Source: an optimization exercise on an open RTL-to-GDS flow (aim: small area). Production flows keep margins and buffers that such runs may drop. The RTL was checked by simulation tests, not by an equivalence proof against the original design. Power and IR drop assume default switching activity.

==> flow/design.v <==
module lm92_twi (
    input  wire        clk,
    input  wire        rst,           
    input  wire        cmd_valid,
    input  wire [31:0] cmd_word,
    input  wire        cfg_valid,
    input  wire [31:0] cfg_wdata,
    output reg         busy,
    output reg         done,
    output reg         ack,
    output reg         bus_init,
    output reg         stop_pending,
    output reg  [2:0]  phase,
    output reg         temp_valid,
    output reg  [3:0]  err,
    output reg  [3:0]  viol,
    output reg  [7:0]  rxdata,
    output wire [31:0] temp,
    output wire [31:0] cfg,
    output reg         scl_o,
    output reg         sda_o,
    input  wire        scl_i,
    input  wire        sda_i
);
    localparam [2:0] PH_IDLE = 3'd0, PH_ADDR = 3'd1, PH_TX = 3'd2,
                     PH_RX = 3'd3, PH_RXEND = 3'd4;
    localparam [7:0] OP_INIT = 8'h10, OP_START = 8'h11, OP_STOP = 8'h12,
                     OP_SEND = 8'h13, OP_RDACK = 8'h14, OP_RDNACK = 8'h15,
                     OP_TEMP = 8'h40;
    localparam [3:0] E_OK = 4'd0, E_NACK = 4'd1, E_TMO = 4'd2;
    localparam [3:0] V_OVERRUN = 4'd1, V_ILLEGAL = 4'd2, V_NOTINIT = 4'd4,
                     V_SEQ = 4'd5;
    localparam [1:0] BO_START = 2'd0, BO_TX = 2'd1, BO_RX = 2'd2, BO_STOP = 2'd3;
    reg [7:0] cfg_div, cfg_sreg, cfg_tmo;
    reg [6:0] cfg_saddr;
    assign cfg = {cfg_tmo, cfg_sreg, 1'b0, cfg_saddr, cfg_div};
    reg [15:0] temp_raw;
    assign temp = {3'b000, temp_raw[15:3], temp_raw};
    reg [7:0] div_active;
    wire [7:0] opc = cmd_word[31:24];
    reg legal;
    always @(*) begin
        case (opc)
            OP_INIT, OP_START, OP_STOP, OP_RDACK, OP_RDNACK, OP_TEMP:
                legal = (cmd_word[23:0] == 24'd0);
            OP_SEND:
                legal = (cmd_word[23:8] == 16'd0);
            default:
                legal = 1'b0;
        endcase
    end
    reg seq_ok;
    always @(*) begin
        case (opc)
            OP_INIT, OP_TEMP: seq_ok = (phase == PH_IDLE);
            OP_START:         seq_ok = (phase != PH_RX);
            OP_STOP:          seq_ok = (phase == PH_ADDR) || (phase == PH_TX) || (phase == PH_RXEND);
            OP_SEND:          seq_ok = (phase == PH_ADDR) || (phase == PH_TX);
            default:          seq_ok = (phase == PH_RX);    
        endcase
    end
    localparam [2:0] B_IDLE = 3'd0,
                     B_P1   = 3'd1,    
                     B_RISE = 3'd2,    
                     B_HIGH = 3'd3,    
                     B_P4   = 3'd4,    
                     B_P5   = 3'd5,    
                     B_FALL = 3'd6;    
    reg [2:0]  bstate;
    reg [1:0]  bop;
    reg [8:0]  hcnt;           
    reg [3:0]  bitn;           
    reg [7:0]  shreg;          
    reg        mack_q;
    reg [15:0] tcnt;           
    reg        b_done;         
    reg        b_tmo;          
    reg        b_ackbit;       
    reg        b_go;
    reg [1:0]  b_go_op;
    reg [7:0]  b_go_byte;
    reg        b_go_mack;
    wire [8:0] hper = 9'd8 + {1'b0, div_active};    
    wire       hlast = (hcnt == 9'd0);
    localparam [2:0] C_IDLE = 3'd0, C_DRAIN = 3'd1, C_ISSUE = 3'd2,
                     C_WAIT = 3'd3, C_FINISH = 3'd4;
    reg [2:0] cstate;
    reg [7:0] cop;             
    reg [7:0] cbyte;           
    reg [2:0] step;            
    reg [7:0] aw, sr;          
    reg [7:0] hi_q;
    reg [3:0] e_q;             
    always @(*) begin
        b_go_op = BO_START; b_go_byte = 8'h00; b_go_mack = 1'b0;
        case (cop)
            OP_START: b_go_op = BO_START;
            OP_SEND:  begin b_go_op = BO_TX; b_go_byte = cbyte; end
            OP_RDACK: begin b_go_op = BO_RX; b_go_mack = 1'b1; end
            OP_RDNACK: begin b_go_op = BO_RX; b_go_mack = 1'b0; end
            default: begin  
                case (step)
                    3'd0: b_go_op = BO_START;
                    3'd1: begin b_go_op = BO_TX; b_go_byte = aw; end
                    3'd2: begin b_go_op = BO_TX; b_go_byte = sr; end
                    3'd3: b_go_op = BO_START;
                    3'd4: begin b_go_op = BO_TX; b_go_byte = aw | 8'h01; end
                    3'd5: begin b_go_op = BO_RX; b_go_mack = 1'b1; end
                    default: begin b_go_op = BO_RX; b_go_mack = 1'b0; end
                endcase
            end
        endcase
    end
    wire stop_go = stop_pending && (bstate == B_IDLE) && !b_go && !b_tmo;
    always @(posedge clk) begin
        if (rst) begin
            busy <= 1'b0; done <= 1'b0; ack <= 1'b0; bus_init <= 1'b0;
            stop_pending <= 1'b0; phase <= PH_IDLE; temp_valid <= 1'b0;
            err <= E_OK; viol <= 4'd0; rxdata <= 8'd0; temp_raw <= 16'd0;
            cfg_div <= 8'h20; cfg_saddr <= 7'h48; cfg_sreg <= 8'h00; cfg_tmo <= 8'h00;
            div_active <= 8'd0;
            scl_o <= 1'b1; sda_o <= 1'b1;
            bstate <= B_IDLE; bop <= BO_START; hcnt <= 9'd0; bitn <= 4'd0;
            shreg <= 8'd0; mack_q <= 1'b0; tcnt <= 16'd0;
            b_done <= 1'b0; b_tmo <= 1'b0; b_ackbit <= 1'b0; b_go <= 1'b0;
            cstate <= C_IDLE; cop <= 8'd0; cbyte <= 8'd0; step <= 3'd0;
            aw <= 8'd0; sr <= 8'd0; hi_q <= 8'd0; e_q <= E_OK;
        end else begin
            b_done <= 1'b0;
            b_tmo  <= 1'b0;
            b_go   <= 1'b0;
            if (cfg_valid) begin
                if (busy) begin
                    if (viol == 4'd0) viol <= V_OVERRUN;
                end else begin
                    cfg_div   <= cfg_wdata[7:0];
                    cfg_saddr <= cfg_wdata[14:8];
                    cfg_sreg  <= cfg_wdata[23:16];
                    cfg_tmo   <= cfg_wdata[31:24];
                end
            end else if (cmd_valid) begin
                if (busy) begin
                    if (viol == 4'd0) viol <= V_OVERRUN;
                end else if (!legal) begin
                    if (viol == 4'd0) viol <= V_ILLEGAL;
                end else if (opc != OP_INIT && !bus_init) begin
                    if (viol == 4'd0) viol <= V_NOTINIT;
                end else if (!seq_ok) begin
                    if (viol == 4'd0) viol <= V_SEQ;
                end else if (opc == OP_STOP) begin
                    done         <= 1'b0;
                    phase        <= PH_IDLE;
                    stop_pending <= 1'b1;
                    err          <= E_OK;
                end else begin
                    busy   <= 1'b1;
                    done   <= 1'b0;
                    cop    <= opc;
                    cbyte  <= cmd_word[7:0];
                    step   <= 3'd0;
                    aw     <= {cfg_saddr, 1'b0};
                    sr     <= cfg_sreg;
                    e_q    <= E_OK;
                    cstate <= C_DRAIN;
                end
            end
            case (cstate)
                C_IDLE: ;
                C_DRAIN: begin
                    if (b_tmo) begin
                        cstate <= C_IDLE;
                    end else if (!stop_pending && bstate == B_IDLE) begin
                        if (cop == OP_INIT) begin
                            div_active <= cfg_div;
                            bus_init   <= 1'b1;
                            phase      <= PH_IDLE;
                            cstate     <= C_FINISH;
                        end else begin
                            cstate <= C_ISSUE;
                        end
                    end
                end
                C_ISSUE: begin
                    b_go   <= 1'b1;
                    cstate <= C_WAIT;
                end
                C_WAIT: begin
                    if (b_tmo) begin
                        cstate <= C_IDLE;
                    end else if (b_done) begin
                        case (cop)
                            OP_START: begin
                                phase  <= PH_ADDR;
                                done   <= 1'b1;
                                cstate <= C_FINISH;
                            end
                            OP_SEND: begin
                                ack  <= b_ackbit;
                                done <= 1'b1;
                                if (phase == PH_ADDR) phase <= cbyte[0] ? PH_RX : PH_TX;
                                if (!b_ackbit) err <= E_NACK;
                                else           err <= E_OK;
                                cstate <= C_FINISH;
                            end
                            OP_RDACK, OP_RDNACK: begin
                                rxdata <= shreg;
                                done   <= 1'b1;
                                if (cop == OP_RDNACK) phase <= PH_RXEND;
                                cstate <= C_FINISH;
                            end
                            default: begin  
                                if (step == 3'd1 || step == 3'd2 || step == 3'd4) begin
                                    ack <= b_ackbit;
                                    if (!b_ackbit && e_q == E_OK) e_q <= E_NACK;
                                end
                                if (step == 3'd5) begin
                                    hi_q   <= shreg;
                                    rxdata <= shreg;
                                end
                                if (step == 3'd6) begin
                                    rxdata       <= shreg;
                                    temp_raw     <= {hi_q, shreg};
                                    temp_valid   <= (e_q == E_OK);
                                    err          <= e_q;
                                    done         <= 1'b0;
                                    phase        <= PH_IDLE;
                                    stop_pending <= 1'b1;
                                    cstate       <= C_FINISH;
                                end else begin
                                    step   <= step + 3'd1;
                                    cstate <= C_ISSUE;
                                end
                            end
                        endcase
                    end
                end
                C_FINISH: begin
                    if (cop != OP_SEND && cop != OP_TEMP) err <= E_OK;
                    busy   <= 1'b0;
                    cstate <= C_IDLE;
                end
                default: cstate <= C_IDLE;
            endcase
            if (b_tmo) begin
                bus_init     <= 1'b0;
                phase        <= PH_IDLE;
                stop_pending <= 1'b0;
                done         <= 1'b0;
                if (cop == OP_TEMP) temp_valid <= 1'b0;
                err          <= E_TMO;
                busy         <= 1'b0;
            end
            case (bstate)
                B_IDLE: begin
                    if (b_go || stop_go) begin
                        bop    <= b_go ? b_go_op : BO_STOP;
                        shreg  <= b_go_byte;
                        mack_q <= b_go_mack;
                        bitn   <= 4'd0;
                        hcnt   <= hper - 9'd1;
                        bstate <= B_P1;
                        case (b_go ? b_go_op : BO_STOP)
                            BO_START: sda_o <= 1'b1;
                            BO_STOP:  sda_o <= 1'b0;
                            BO_TX:    sda_o <= b_go_byte[7];
                            default:  sda_o <= 1'b1;
                        endcase
                    end
                end
                B_P1: begin
                    if (hlast) begin
                        scl_o  <= 1'b1;
                        tcnt   <= 16'd0;
                        bstate <= B_RISE;
                    end else begin
                        hcnt <= hcnt - 9'd1;
                    end
                end
                B_RISE: begin
                    if (scl_i) begin
                        hcnt   <= hper - 9'd1;
                        bstate <= B_HIGH;
                    end else if (busy && cfg_tmo != 8'd0) begin
                        if (tcnt == {cfg_tmo, 8'd0} - 16'd1) begin
                            scl_o  <= 1'b1;
                            sda_o  <= 1'b1;
                            b_tmo  <= 1'b1;
                            bstate <= B_IDLE;
                        end else begin
                            tcnt <= tcnt + 16'd1;
                        end
                    end
                end
                B_HIGH: begin
                    if (hlast) begin
                        if (bop == BO_START || bop == BO_STOP) begin
                            sda_o  <= (bop == BO_STOP);
                            hcnt   <= hper - 9'd1;
                            bstate <= B_P4;
                        end else begin
                            if (bitn == 4'd8) b_ackbit <= ~sda_i;
                            else if (bop == BO_RX) shreg <= {shreg[6:0], sda_i};
                            else shreg <= {shreg[6:0], 1'b0};
                            scl_o  <= 1'b0;
                            bstate <= B_FALL;
                        end
                    end else begin
                        hcnt <= hcnt - 9'd1;
                    end
                end
                B_P4: begin
                    if (hlast) begin
                        if (bop == BO_STOP) begin
                            stop_pending <= 1'b0;
                            bstate       <= B_IDLE;
                        end else begin
                            scl_o  <= 1'b0;
                            hcnt   <= hper - 9'd1;
                            bstate <= B_P5;
                        end
                    end else begin
                        hcnt <= hcnt - 9'd1;
                    end
                end
                B_P5: begin
                    if (hlast) begin
                        b_done <= 1'b1;
                        bstate <= B_IDLE;
                    end else begin
                        hcnt <= hcnt - 9'd1;
                    end
                end
                B_FALL: begin
                    if (bitn == 4'd8) begin
                        b_done <= 1'b1;
                        bstate <= B_IDLE;
                    end else begin
                        bitn <= bitn + 4'd1;
                        hcnt <= hper - 9'd1;
                        if (bitn == 4'd7)
                            sda_o <= (bop == BO_RX) ? ~mack_q : 1'b1;
                        else
                            sda_o <= (bop == BO_TX) ? shreg[7] : 1'b1;
                        bstate <= B_P1;
                    end
                end
                default: bstate <= B_IDLE;
            endcase
        end
    end
endmodule
==> flow/run.sh <==
#!/bin/bash
# synth_recipe.tcl (not shown) runs the flow's synth.tcl, then flattens the netlist and writes it again
# the make line also repeats each setting of config.mk as NAME=value (left out here)
make -C /OpenROAD-flow-scripts/flow DESIGN_CONFIG=/design/flow/config.mk WORK_HOME=/design/flow/orfs CLKGATE_MAP_FILE= SYNTH_SCRIPT=/design/flow/synth_recipe.tcl finish
==> flow/config.mk <==
export PLATFORM = sky130hd
export DESIGN_NAME = lm92_twi
export DESIGN_NICKNAME = lm92_twi
export VERILOG_FILES = /design/flow/design.v
export SDC_FILE = /design/flow/constraint.sdc
export NUM_CORES = 4
export LEC_CHECK = 0
export CAP_MARGIN = 20
export CORE_MARGIN = 2
export CORE_UTILIZATION = 40
export SLEW_MARGIN = 20
==> flow/constraint.sdc <==
create_clock -name core_clock -period 10.0 [get_ports {clk}]
set_input_delay 2.0000 -clock core_clock [delete_from_list [all_inputs] [get_ports {clk}]]
set_output_delay 2.0000 -clock core_clock [all_outputs]
set_load 0.01 [all_outputs]
==> results.txt <==
Worst Clk Skew 20.10 ps; setup_tns 0 ps; Psw 0.5244 mW; Largest regs tcnt (16), temp_raw (16), hcnt (9); Clock Sinks 178; reg2reg end tcnt[15]; number of max-cap violations 0; PD cells 154.0 nW/um^2; chip height 152.9 um; run status timing/DRC/antenna clean; PnR worst setup slack 5276 ps; vias in the first global route between 7,000 and 8,000; max incr delay on CP 710 ps; worst skew pair latency 450 ps; max-slew violation count 0; die extent in x 152.9 um; mean number of vias per cell 5.339; Final Instance Count excl. Fillers 1,523; Post-synth EDFFs 0; initial antenna violation count 0; GP Congestion 0.8443; CTS resizes 0; root buf cell clkbuf_16; Seq pwr share 43.9%; DRT Wirelength 23,920 um; Buffers on Ports 155; critical path startpoint category primary input; die area 23,380 sq um; RSZ-0062 raised after global routing false; Leakage around 3.9 nW; P&R area growth vs syn 24.57%; internal power 1.177 mW; grt ovf 0; commonest non-fill, non-tap cell in the layout nand2_1; DR WL/cell approximately 16 um; final total power 1.702 mW; Synth Flop Type dfxtp_1; fin util approximately 50%; R2R setup slack 6780 ps; hold slack final 455.4 ps; critical path's slowest cell or4b_2; fin crit period 4724 ps; Crit. End Element register; Switching Share 30.81%; min-delay src aw[1]; Vias 8,131; WHS Endpoint aw[1]; reg2reg start hcnt[0]; placed cell count 1,491; post-route cell area 11,050 sq um; hpwl dp 16,810 um; Ports 161; Peak Freq between 200 and 250 MHz; Placed Area 10,410 sq um; Bufs and invs on worst path 2; synth warn 1; Arr. time, crit path 5060 ps; sequential share of the synthesized area 40.17%; H-tree levels 4; Hold Crit Class register to register; worst slew pin tran 922.3 ps; postcts setup bufs 0; Netlist Area Pre-Place 8871 sq um; top cell type's share of synthesized area roughly two fifths; Clk pwr share about two fifths; detailed router's first-iteration violation count 480; number of routed nets with antenna violations 0; Max Root-Sink Buffers 2; Hold Path Cell Cnt 2; num rows 54; final setup vio count 0; Worst VDD drop 0.09603 mV; asr flop ratio synth 0%; DRT Pass-1 Iters 5; Cell Chain, Critical Path clkdlybuf4s50_1, or4b_2, a21oi_1, o2111ai_1, or2_2, nor4_2, buf_4, nor2_1, a32o_1; first-pass GRT wire length 39,500 um; cell family with most CP delay simple AND/OR/NAND/NOR gates; commonest cells after routing, fill and taps aside 217 x nand2_1, 178 x dfxtp_1, 154 x clkdlybuf4s50_1; post-synthesis cell type count 74; Critical Path RT ~10,000 ps; Mapped Avg Cell Area 7.837 sq um; TritonCTS clock tree built; Max-Slew Margin vs Limit 37.65%; # nets final 1,314; Fin. Hold Viols 0; synthesized flop and latch total ~180; Synth area leaders dfxtp_1 40%, nand2_1 9.2%, a21oi_1 7.1%, nor2_1 4.4%, mux2i_1 3.5%; largest net degree at the start of global routing about 110; diodes inserted 0; hold_buf cts 0; Post-Syn Instances between 1,000 and 1,500; core area around 22,000 sq um; crit path kind primary input to register; Crit Path Max Fanout 30; pre-CTS setup slack between 4000 and 5000 ps; Reg clk slew, reported paths 80 ps; GRT Total Usage 20.37%; Initial Util between 40% and 50%; Final Cycle Share between 40 and 50%; # DRC 0; Comb pwr share 14.7%; Worst Reg-to-Reg Cells 9; share of cells above drive strength 1 5.551%; dominant cell type by area after synthesis dfxtp_1; CTS buffer count 17
[how the worst max path moves through the flow]
stage,to,cells after the start,slack (ps),start
after CTS,e_q[0],9,5280,cmd_word[24]
after global routing,e_q[0],9,5040,cmd_word[24]
final,e_q[0],9,5280,cmd_word[24]
after global placement,e_q[0],9,4850,cmd_word[24]
after detailed placement,e_q[0],9,4810,cmd_word[24]
after floorplan,e_q[0],9,5570,cmd_word[24]
[synth_stat cells (7+ instances only)]
cell type and instances:
nand2_1 217, dfxtp_1 178, a21oi_1 125, nor2_1 103
clkbuf_1 53, o21ai_0 39, mux2i_1 31, nand3_1 25
nor3_1 25, inv_1 24, buf_4 18, nor4_1 16
ha_1 14, nand2b_1 14, or3_1 13, and2_1 12
xnor2_1 12, nor2b_1 11, o211ai_1 11, a211oi_1 10
a31oi_1 10, nand3b_1 10, xor2_1 10, o31ai_1 9
a22o_1 8, and3_1 8, a21boi_0 7, a22oi_1 7
nand4_1 7
[cells by family (layout without fill, tap and decap cells)]
family	Yosys count	count (layout)	synth area share [%]
flip-flops	178	178	40.17
XOR/XNOR	22	22	2.172
buffers and inverters	111	219	6.093
multiplexers	32	32	3.625
adder cells (fa/ha/maj)	14	14	1.975
AND/OR/NAND/NOR	500	500	26.74
other	1	4	0.04227
AO/OA/AOI/OAI	274	274	19.18
[power by group through the flow]
stage	sequential (mW)	clock (mW)	combinational, mW
after floorplan	0.758	0	0.176
after global routing	0.752	0.752	0.281
after detailed placement	0.764	0	0.250
final	0.748	0.703	0.251
after global placement	0.764	0	0.251
after CTS	0.748	0.718	0.252
[routing by layer]
| layer | track usage, % | part of all wire [%] |
|---|---|---|
| met5 | 0 | 0 |
| met4 | 5.820 | 1.3 |
| met1 | 26.51 | 47 |
| met3 | 3.686 | 3.9 |
| met2 | 34.66 | 48 |
[worst min-delay path, delay by kind of cell, from the launching register on]
kind	cells	cell delay, ps
DFF	1	310
and+or+nand+nor	1	50
AOI/OAI and AO/OA	1	50
[area by class of cell]
cell class	instances	area, sq um
Fill cell	2136	10770
Multi-Input combinational cell	846	4792
Sequential cell	178	3563
Timing Repair Buffer	163	1613
Clock buffer	17	425.4
Tap cell	280	350.3
Clock inverter	15	216.5
Inverter	24	90.09

## afterwards: timing with drivers on the ports
No port has a modelled driver above. Below, the same layout with a new extraction and two added sets of constraints. Step 1 assumes that a clkbuf_16 drives the clock port and a buf_2 every other input. Step 2 adds t to the input delays and takes it off the output delays; t is the mean of the earliest and latest rising clock arrival at the registers after step 1. Input paths then give back, and output paths get back, about the clock's delay inside the block. Three values: ideal, step 1, step 2; two values: the first two.
t (ns): 0.487
setup slack, ns: 5.276 / 5.304 / 4.817
latest minus earliest clock arrival (ns): 0.020 / 0.020
After both steps setup and hold are still met in this run. The setup slack of this run moves by +0.028 ns with the drivers and by -0.459 ns with both steps.
